From an optimization exercise on the open Yosys and OpenROAD flow, aimed at small area, a short achievable clock period and few clock cycles; shortcuts taken in it are not production practice. Where RTL was checked, it was by simulation tests only, not by an equivalence proof against the original. Power figures rest on the tool's default switching activity, not on a simulated workload.

// swath_engine
module swath_engine (
    input  wire        clk,
    input  wire        rst,
    input  wire        in_valid,
    output wire        in_ready,
    input  wire [5:0]  in_swath,
    input  wire        in_mirror,
    input  wire [63:0] in_sh_l,
    input  wire [63:0] in_sh_r,
    input  wire [63:0] in_lv_l,
    input  wire [63:0] in_lv_r,
    output wire        ev_valid,
    input  wire        ev_ready,
    output wire [15:0] ev_data,
    output wire        res_valid,
    output wire [6:0]  res_k
);
Settings: LEC_CHECK=0, CAP_MARGIN=20, CORE_MARGIN=2, CORE_UTILIZATION=40, SLEW_MARGIN=20; clock period 10.0 ns.
standard.sh (not shown) runs the stock make flow with config.mk's settings and CLKGATE_MAP_FILE= SYNTH_SCRIPT=/design/flow/synth_recipe.tcl, a recipe that flattens the netlist after the stock synthesis.
==> flow/flow/run.sh <==
#!/bin/bash
# Layout flow: the standard ORFS flow (standard synthesis, unchanged),
# with small port buffers and the timing repair aimed at extra setup slack.
set -euo pipefail
export BUFFER_PORTS_ARGS="-buffer_cell sky130_fd_sc_hd__buf_1"
export SETUP_SLACK_MARGIN=7.1
bash standard.sh > orfs_make.log 2>&1
Testbench counts at the start, summed over its fixed seeds: cycles 19,783.
Rerun with:
--- a/flow/flow/run.sh
+++ b/flow/flow/run.sh
@@ -5,3 +5,5 @@
 export BUFFER_PORTS_ARGS="-buffer_cell sky130_fd_sc_hd__buf_1"
-export SETUP_SLACK_MARGIN=7.1
+export SETUP_SLACK_MARGIN=7.0
+export CTS_CLUSTER_SIZE=30
+export CTS_CLUSTER_DIAMETER=80
 bash standard.sh > orfs_make.log 2>&1
=> The changed run completed with no timing, DRC or antenna violations; wire length drops by about 1.3%; die area does not change; clock power shrinks by 20%; combinational power goes down by about 6%; non-clock buffer count is lower by 23; total power is lower by 7.6%; setup slack gets better by 0.024 ns.
Rerun with:
--- a/flow/flow/run.sh
+++ b/flow/flow/run.sh
@@ -5,5 +5,3 @@
 export BUFFER_PORTS_ARGS="-buffer_cell sky130_fd_sc_hd__buf_1"
-export SETUP_SLACK_MARGIN=7.0
-export CTS_CLUSTER_SIZE=30
-export CTS_CLUSTER_DIAMETER=80
+export SETUP_SLACK_MARGIN=7.3
 bash standard.sh > orfs_make.log 2>&1
Outcome:
- setup slack gets worse by 0.021 ns
- via count grows slightly
- utilization climbs by 1.9 points
- sequential power stays flat
- area after synthesis does not change
Rerun with:
--- a/flow/flow/run.sh
+++ b/flow/flow/run.sh
@@ -5,3 +5,3 @@
 export BUFFER_PORTS_ARGS="-buffer_cell sky130_fd_sc_hd__buf_1"
-export SETUP_SLACK_MARGIN=7.3
+export SETUP_SLACK_MARGIN=6.5
 bash standard.sh > orfs_make.log 2>&1
Via count goes down slightly. Global-route usage goes down by 0.51 points. Total power goes down slightly. Design area goes down by a few percent.


swath_engine, a different RTL version from the one above (not shown whole).
For scale: about 1500 cells after synthesis, about 280 flip-flops, roughly 290 I/O pins.
clock: 10.0 ns
lec_check: 0
cap_margin: 20
core_margin: 2
core_utilization: 45
place_density: 0.6
slew_margin: 20
==> flow/flow/run.sh <==
#!/bin/bash
# Layout flow: the standard ORFS flow (standard synthesis, unchanged),
# with small port buffers and the timing repair aimed at extra setup slack.
set -euo pipefail
export BUFFER_PORTS_ARGS="-buffer_cell sky130_fd_sc_hd__buf_1"
export SETUP_SLACK_MARGIN=7.0
export CTS_CLUSTER_SIZE=30
export CTS_CLUSTER_DIAMETER=80
bash standard.sh > orfs_make.log 2>&1
Testbench counts at the start, summed over its fixed seeds: cycles 19,783.
Edit:
- CORE_UTILIZATION: 45 -> 50
- PLACE_DENSITY: 0.6 -> 0.65
After rerunning: Routed wire length falls by 2.6%. Die area falls by about 10%. Final area drops by 1.1%. Via count hardly moves. Power fell by 3.4%. Worst setup slack gains 0.044 ns. Worst hold slack is about the same. Non-clock buffer count goes up by 1.


== v6 ==
swath_engine, a different RTL version from the one above (not shown whole).
For scale: ~250 flip-flops, roughly 290 I/O pins, ~16000 sq um of cells after synthesis.
clock: 10.0 ns
lec_check: 0
cap_margin: 20
core_margin: 2
core_utilization: 40
slew_margin: 20
==> flow/flow/run.sh <==
#!/bin/bash
# Layout flow: the standard ORFS flow (standard synthesis, unchanged),
# with small port buffers and the timing repair aimed at extra setup slack.
set -euo pipefail
export BUFFER_PORTS_ARGS="-buffer_cell sky130_fd_sc_hd__buf_1"
export SETUP_SLACK_MARGIN=7.5
bash standard.sh > orfs_make.log 2>&1
v6: done, clean on timing, DRC and antenna
Inputs modified between v6 and v7:
diff --git a/flow/flow/run.sh b/flow/flow/run.sh
--- a/flow/flow/run.sh
+++ b/flow/flow/run.sh
@@ -5,3 +5,3 @@
 export BUFFER_PORTS_ARGS="-buffer_cell sky130_fd_sc_hd__buf_1"
-export SETUP_SLACK_MARGIN=7.5
+export SETUP_SLACK_MARGIN=6.5
 bash standard.sh > orfs_make.log 2>&1
Cmp v6 and v7 / fraction of area in registers / higher: v7
[compare] base=v6 new=v7: design area decreased by 5600 sq um relative to the old numbers; global-route track usage on met3 went down 0.97 points; number of optimization iterations in the first detailed-route pass moved up; global-route usage went down 2.3 points; worst-case headroom to the max-slew limit rose by 2.3 points.
In v7 the routing usage on met1 turned out 3.3 points lower than in v6.
Re sequential cell fraction of total power: v6 and v7 aren't equal, and the higher value belongs to v7.
Compared with v6, in v7 power share of the combinational group went down by 10 points, count of placed standard cells in the final layout, fillers left out now smaller.
No run of this note included a check of the RTL's function; only the layout flow was run.


## run A
RTL: one of the versions met above, not the one the previous note started from.
For scale: roughly 1,500 cells after synthesis, roughly 280 flip-flops, ~290 I/O pins, about 0.015 mm² of cells after synthesis.
clock: 10.0 ns
lec_check: 0
cap_margin: 20
core_margin: 2
core_utilization: 40
gpl_timing_driven: 0
slew_margin: 20
==> flow/flow/run.sh <==
#!/bin/bash
# Layout flow: the standard ORFS flow (standard synthesis, unchanged),
# with small port buffers and the timing repair aimed at extra setup slack.
set -euo pipefail
export BUFFER_PORTS_ARGS="-buffer_cell sky130_fd_sc_hd__buf_1"
export SETUP_SLACK_MARGIN=7.0
export CTS_CLUSTER_SIZE=30
export CTS_CLUSTER_DIAMETER=80
bash standard.sh > orfs_make.log 2>&1
Run A ran to completion and came out clean on the timing, design-rule and antenna checks.
Testbench counts of run A, summed over its fixed seeds: cycles 19,783.
What run B does differently from run A at the input level:
- GPL_TIMING_DRIVEN no longer set, was 0
diff --git a/flow/flow/run.sh b/flow/flow/run.sh
--- a/flow/flow/run.sh
+++ b/flow/flow/run.sh
@@ -5,3 +5,3 @@
 export BUFFER_PORTS_ARGS="-buffer_cell sky130_fd_sc_hd__buf_1"
-export SETUP_SLACK_MARGIN=7.0
+export SETUP_SLACK_MARGIN=6.8
 export CTS_CLUSTER_SIZE=30
Findings:
Run B reached the end of the flow, and the finished layout is clean on the timing, design-rule and antenna checks. Both conditions hold for run A: the flow ran to the end and the final layout passed the timing, design-rule and antenna checks. The run with more routed wire is run A, not run B. Run B ended up with sky130_fd_sc_hd__buf_6 as its cell at the slowest stage of the critical path; run A ended up with sky130_fd_sc_hd__edfxtp_1. Summary of run B over run A: worst setup margin moved down; overall power moved up; die height level; logic gate share of total power moved down.
Modified inputs, run C compared to run B
- changing CORE_UTILIZATION from 40 to 50
- setting PLACE_DENSITY to 0.65 for the first time
diff --git a/flow/flow/run.sh b/flow/flow/run.sh
--- a/flow/flow/run.sh
+++ b/flow/flow/run.sh
@@ -5,4 +5,4 @@
 export BUFFER_PORTS_ARGS="-buffer_cell sky130_fd_sc_hd__buf_1"
-export SETUP_SLACK_MARGIN=6.8
-export CTS_CLUSTER_SIZE=30
+export SETUP_SLACK_MARGIN=7.0
+export CTS_CLUSTER_SIZE=25
 export CTS_CLUSTER_DIAMETER=80
### Flow results
Having completed the whole flow, run C delivered a layout that passed the timing, design-rule and antenna checks.
Going from run B to run C, the non-clock buffer count was found to have gone up by 0.33%.
Run C ended with less cell count than run B.
In run C the tapcell count turned out about 18% lower than in run B.
Going from run B to run C, the power share of the clock group was found to have gone down by 3.2 points.
[inputs] run D vs run C
- putting ABC_AREA at 1 where nothing was set
- swapping 50 for 40 in CORE_UTILIZATION
- clearing PLACE_DENSITY, which used to be 0.65
diff --git a/flow/flow/run.sh b/flow/flow/run.sh
--- a/flow/flow/run.sh
+++ b/flow/flow/run.sh
@@ -6,3 +6,3 @@
 export SETUP_SLACK_MARGIN=7.0
-export CTS_CLUSTER_SIZE=25
+export CTS_CLUSTER_SIZE=30
 export CTS_CLUSTER_DIAMETER=80
Findings:
Run D did not stop at any stage, and its layout met the timing, design-rule and antenna checks. Delta (run D minus run C): cell area picked up an extra 4.0%, synthesis-to-layout area growth increased 1.8 points, number of non-clock buffers down about 2%, first-pass GRT wire length +about 2.3%. Re wire length on met1: run D is about 9% up on run C. Compared to run C, run D leaves more free space in the core. Maximum clock rate is lower on run D.
For run E, these inputs were changed with respect to run D:
- ABC_AREA removed (was 1)
--- outcome ---
Compared with run D, area of the multi-input gates in run E decreased slightly.
sky130_fd_sc_hd__nand2_1 as the most common cell after layout, fill and taps aside was reported by run D, and sky130_fd_sc_hd__buf_1 by run E.
Run D → run E: final area lower, number of design-rule violations left by the first detailed-router iteration now sits higher, placeable core region down about 2.6%, number of CTS-inserted buffers lost 1.
Edits applied to the flow inputs when going from run E to run F:
- PLACE_DENSITY now 0.65, previously not set
- CORE_UTILIZATION now 50, was 40
diff --git a/flow/flow/run.sh b/flow/flow/run.sh
--- a/flow/flow/run.sh
+++ b/flow/flow/run.sh
@@ -5,3 +5,3 @@
 export BUFFER_PORTS_ARGS="-buffer_cell sky130_fd_sc_hd__buf_1"
-export SETUP_SLACK_MARGIN=7.0
+export SETUP_SLACK_MARGIN=7.1
 export CTS_CLUSTER_SIZE=30
## What came out
Per the comparison of run F with run E, number of sinks driven by the clock tree stayed essentially flat, cell-internal power fell by 0.59%, detailed-placement wirelength estimate fell by about 7%.
Run F ends up with higher share of the final layout cell area in sequential cells than run E does.
Every run (run E and run F) finished clean.
Relative to run E, the placement-stage cell area of run F is lower by 0.64%.
Looking at portion of total power attributed to combinational logic, run F sits 0.2 points higher than run E does.
Compared with run E, die area in run F decreased by more than 10%.

==> re-timing with driven ports <==
In the flow no input, the clock included, has a driving cell. The finished layouts below were timed again as built, in two steps.
Step 1, drivers: a clkbuf_16 drives clk and a buf_2 each remaining input, both assumed.
Step 2, shift: input delay + t, output delay - t, t = (earliest + latest rising clock arrival at the registers) / 2. This alone moves slack from input paths to output paths.
Three values: no drivers, after step 1, after step 2; two values: the first two.
run | t, ns | setup WS [ns] | cell pins on the clock port's net
the first run of note 1 | 0.621 | 6.923 / 6.868 / 6.620 | 1
the second run of note 1 | 0.581 | 6.947 / 6.895 / 6.585 | 1
the third run of note 1 | 0.617 | 6.927 / 6.871 / 6.755 | 1
the fourth run of note 1 | 0.603 | 6.876 / 6.823 / 6.353 | 1
the first run of note 2 | 0.567 | 6.921 / 6.868 / 6.662 | 1
the second run of note 2 | 0.550 | 6.965 / 6.911 / 6.528 | 1
v6 | 0.616 | 6.348 / 6.363 / 5.747 | 1
v7 | 0.609 | 6.423 / 6.453 / 5.844 | 1
run A | 0.571 | 6.939 / 6.885 / 6.517 | 1
run B | 0.567 | 6.895 / 6.856 / 6.360 | 1
run C | 0.560 | 6.965 / 6.910 / 6.532 | 1
run D | 0.578 | 6.899 / 6.847 / 6.675 | 1
run E | 0.558 | 6.953 / 6.901 / 6.582 | 1
run F | 0.564 | 6.951 / 6.897 / 6.668 | 1
After both steps every run listed still meets setup and hold. The setup slack of v6, which loses most, moves by +0.015 ns with the drivers and by -0.601 ns with both steps.
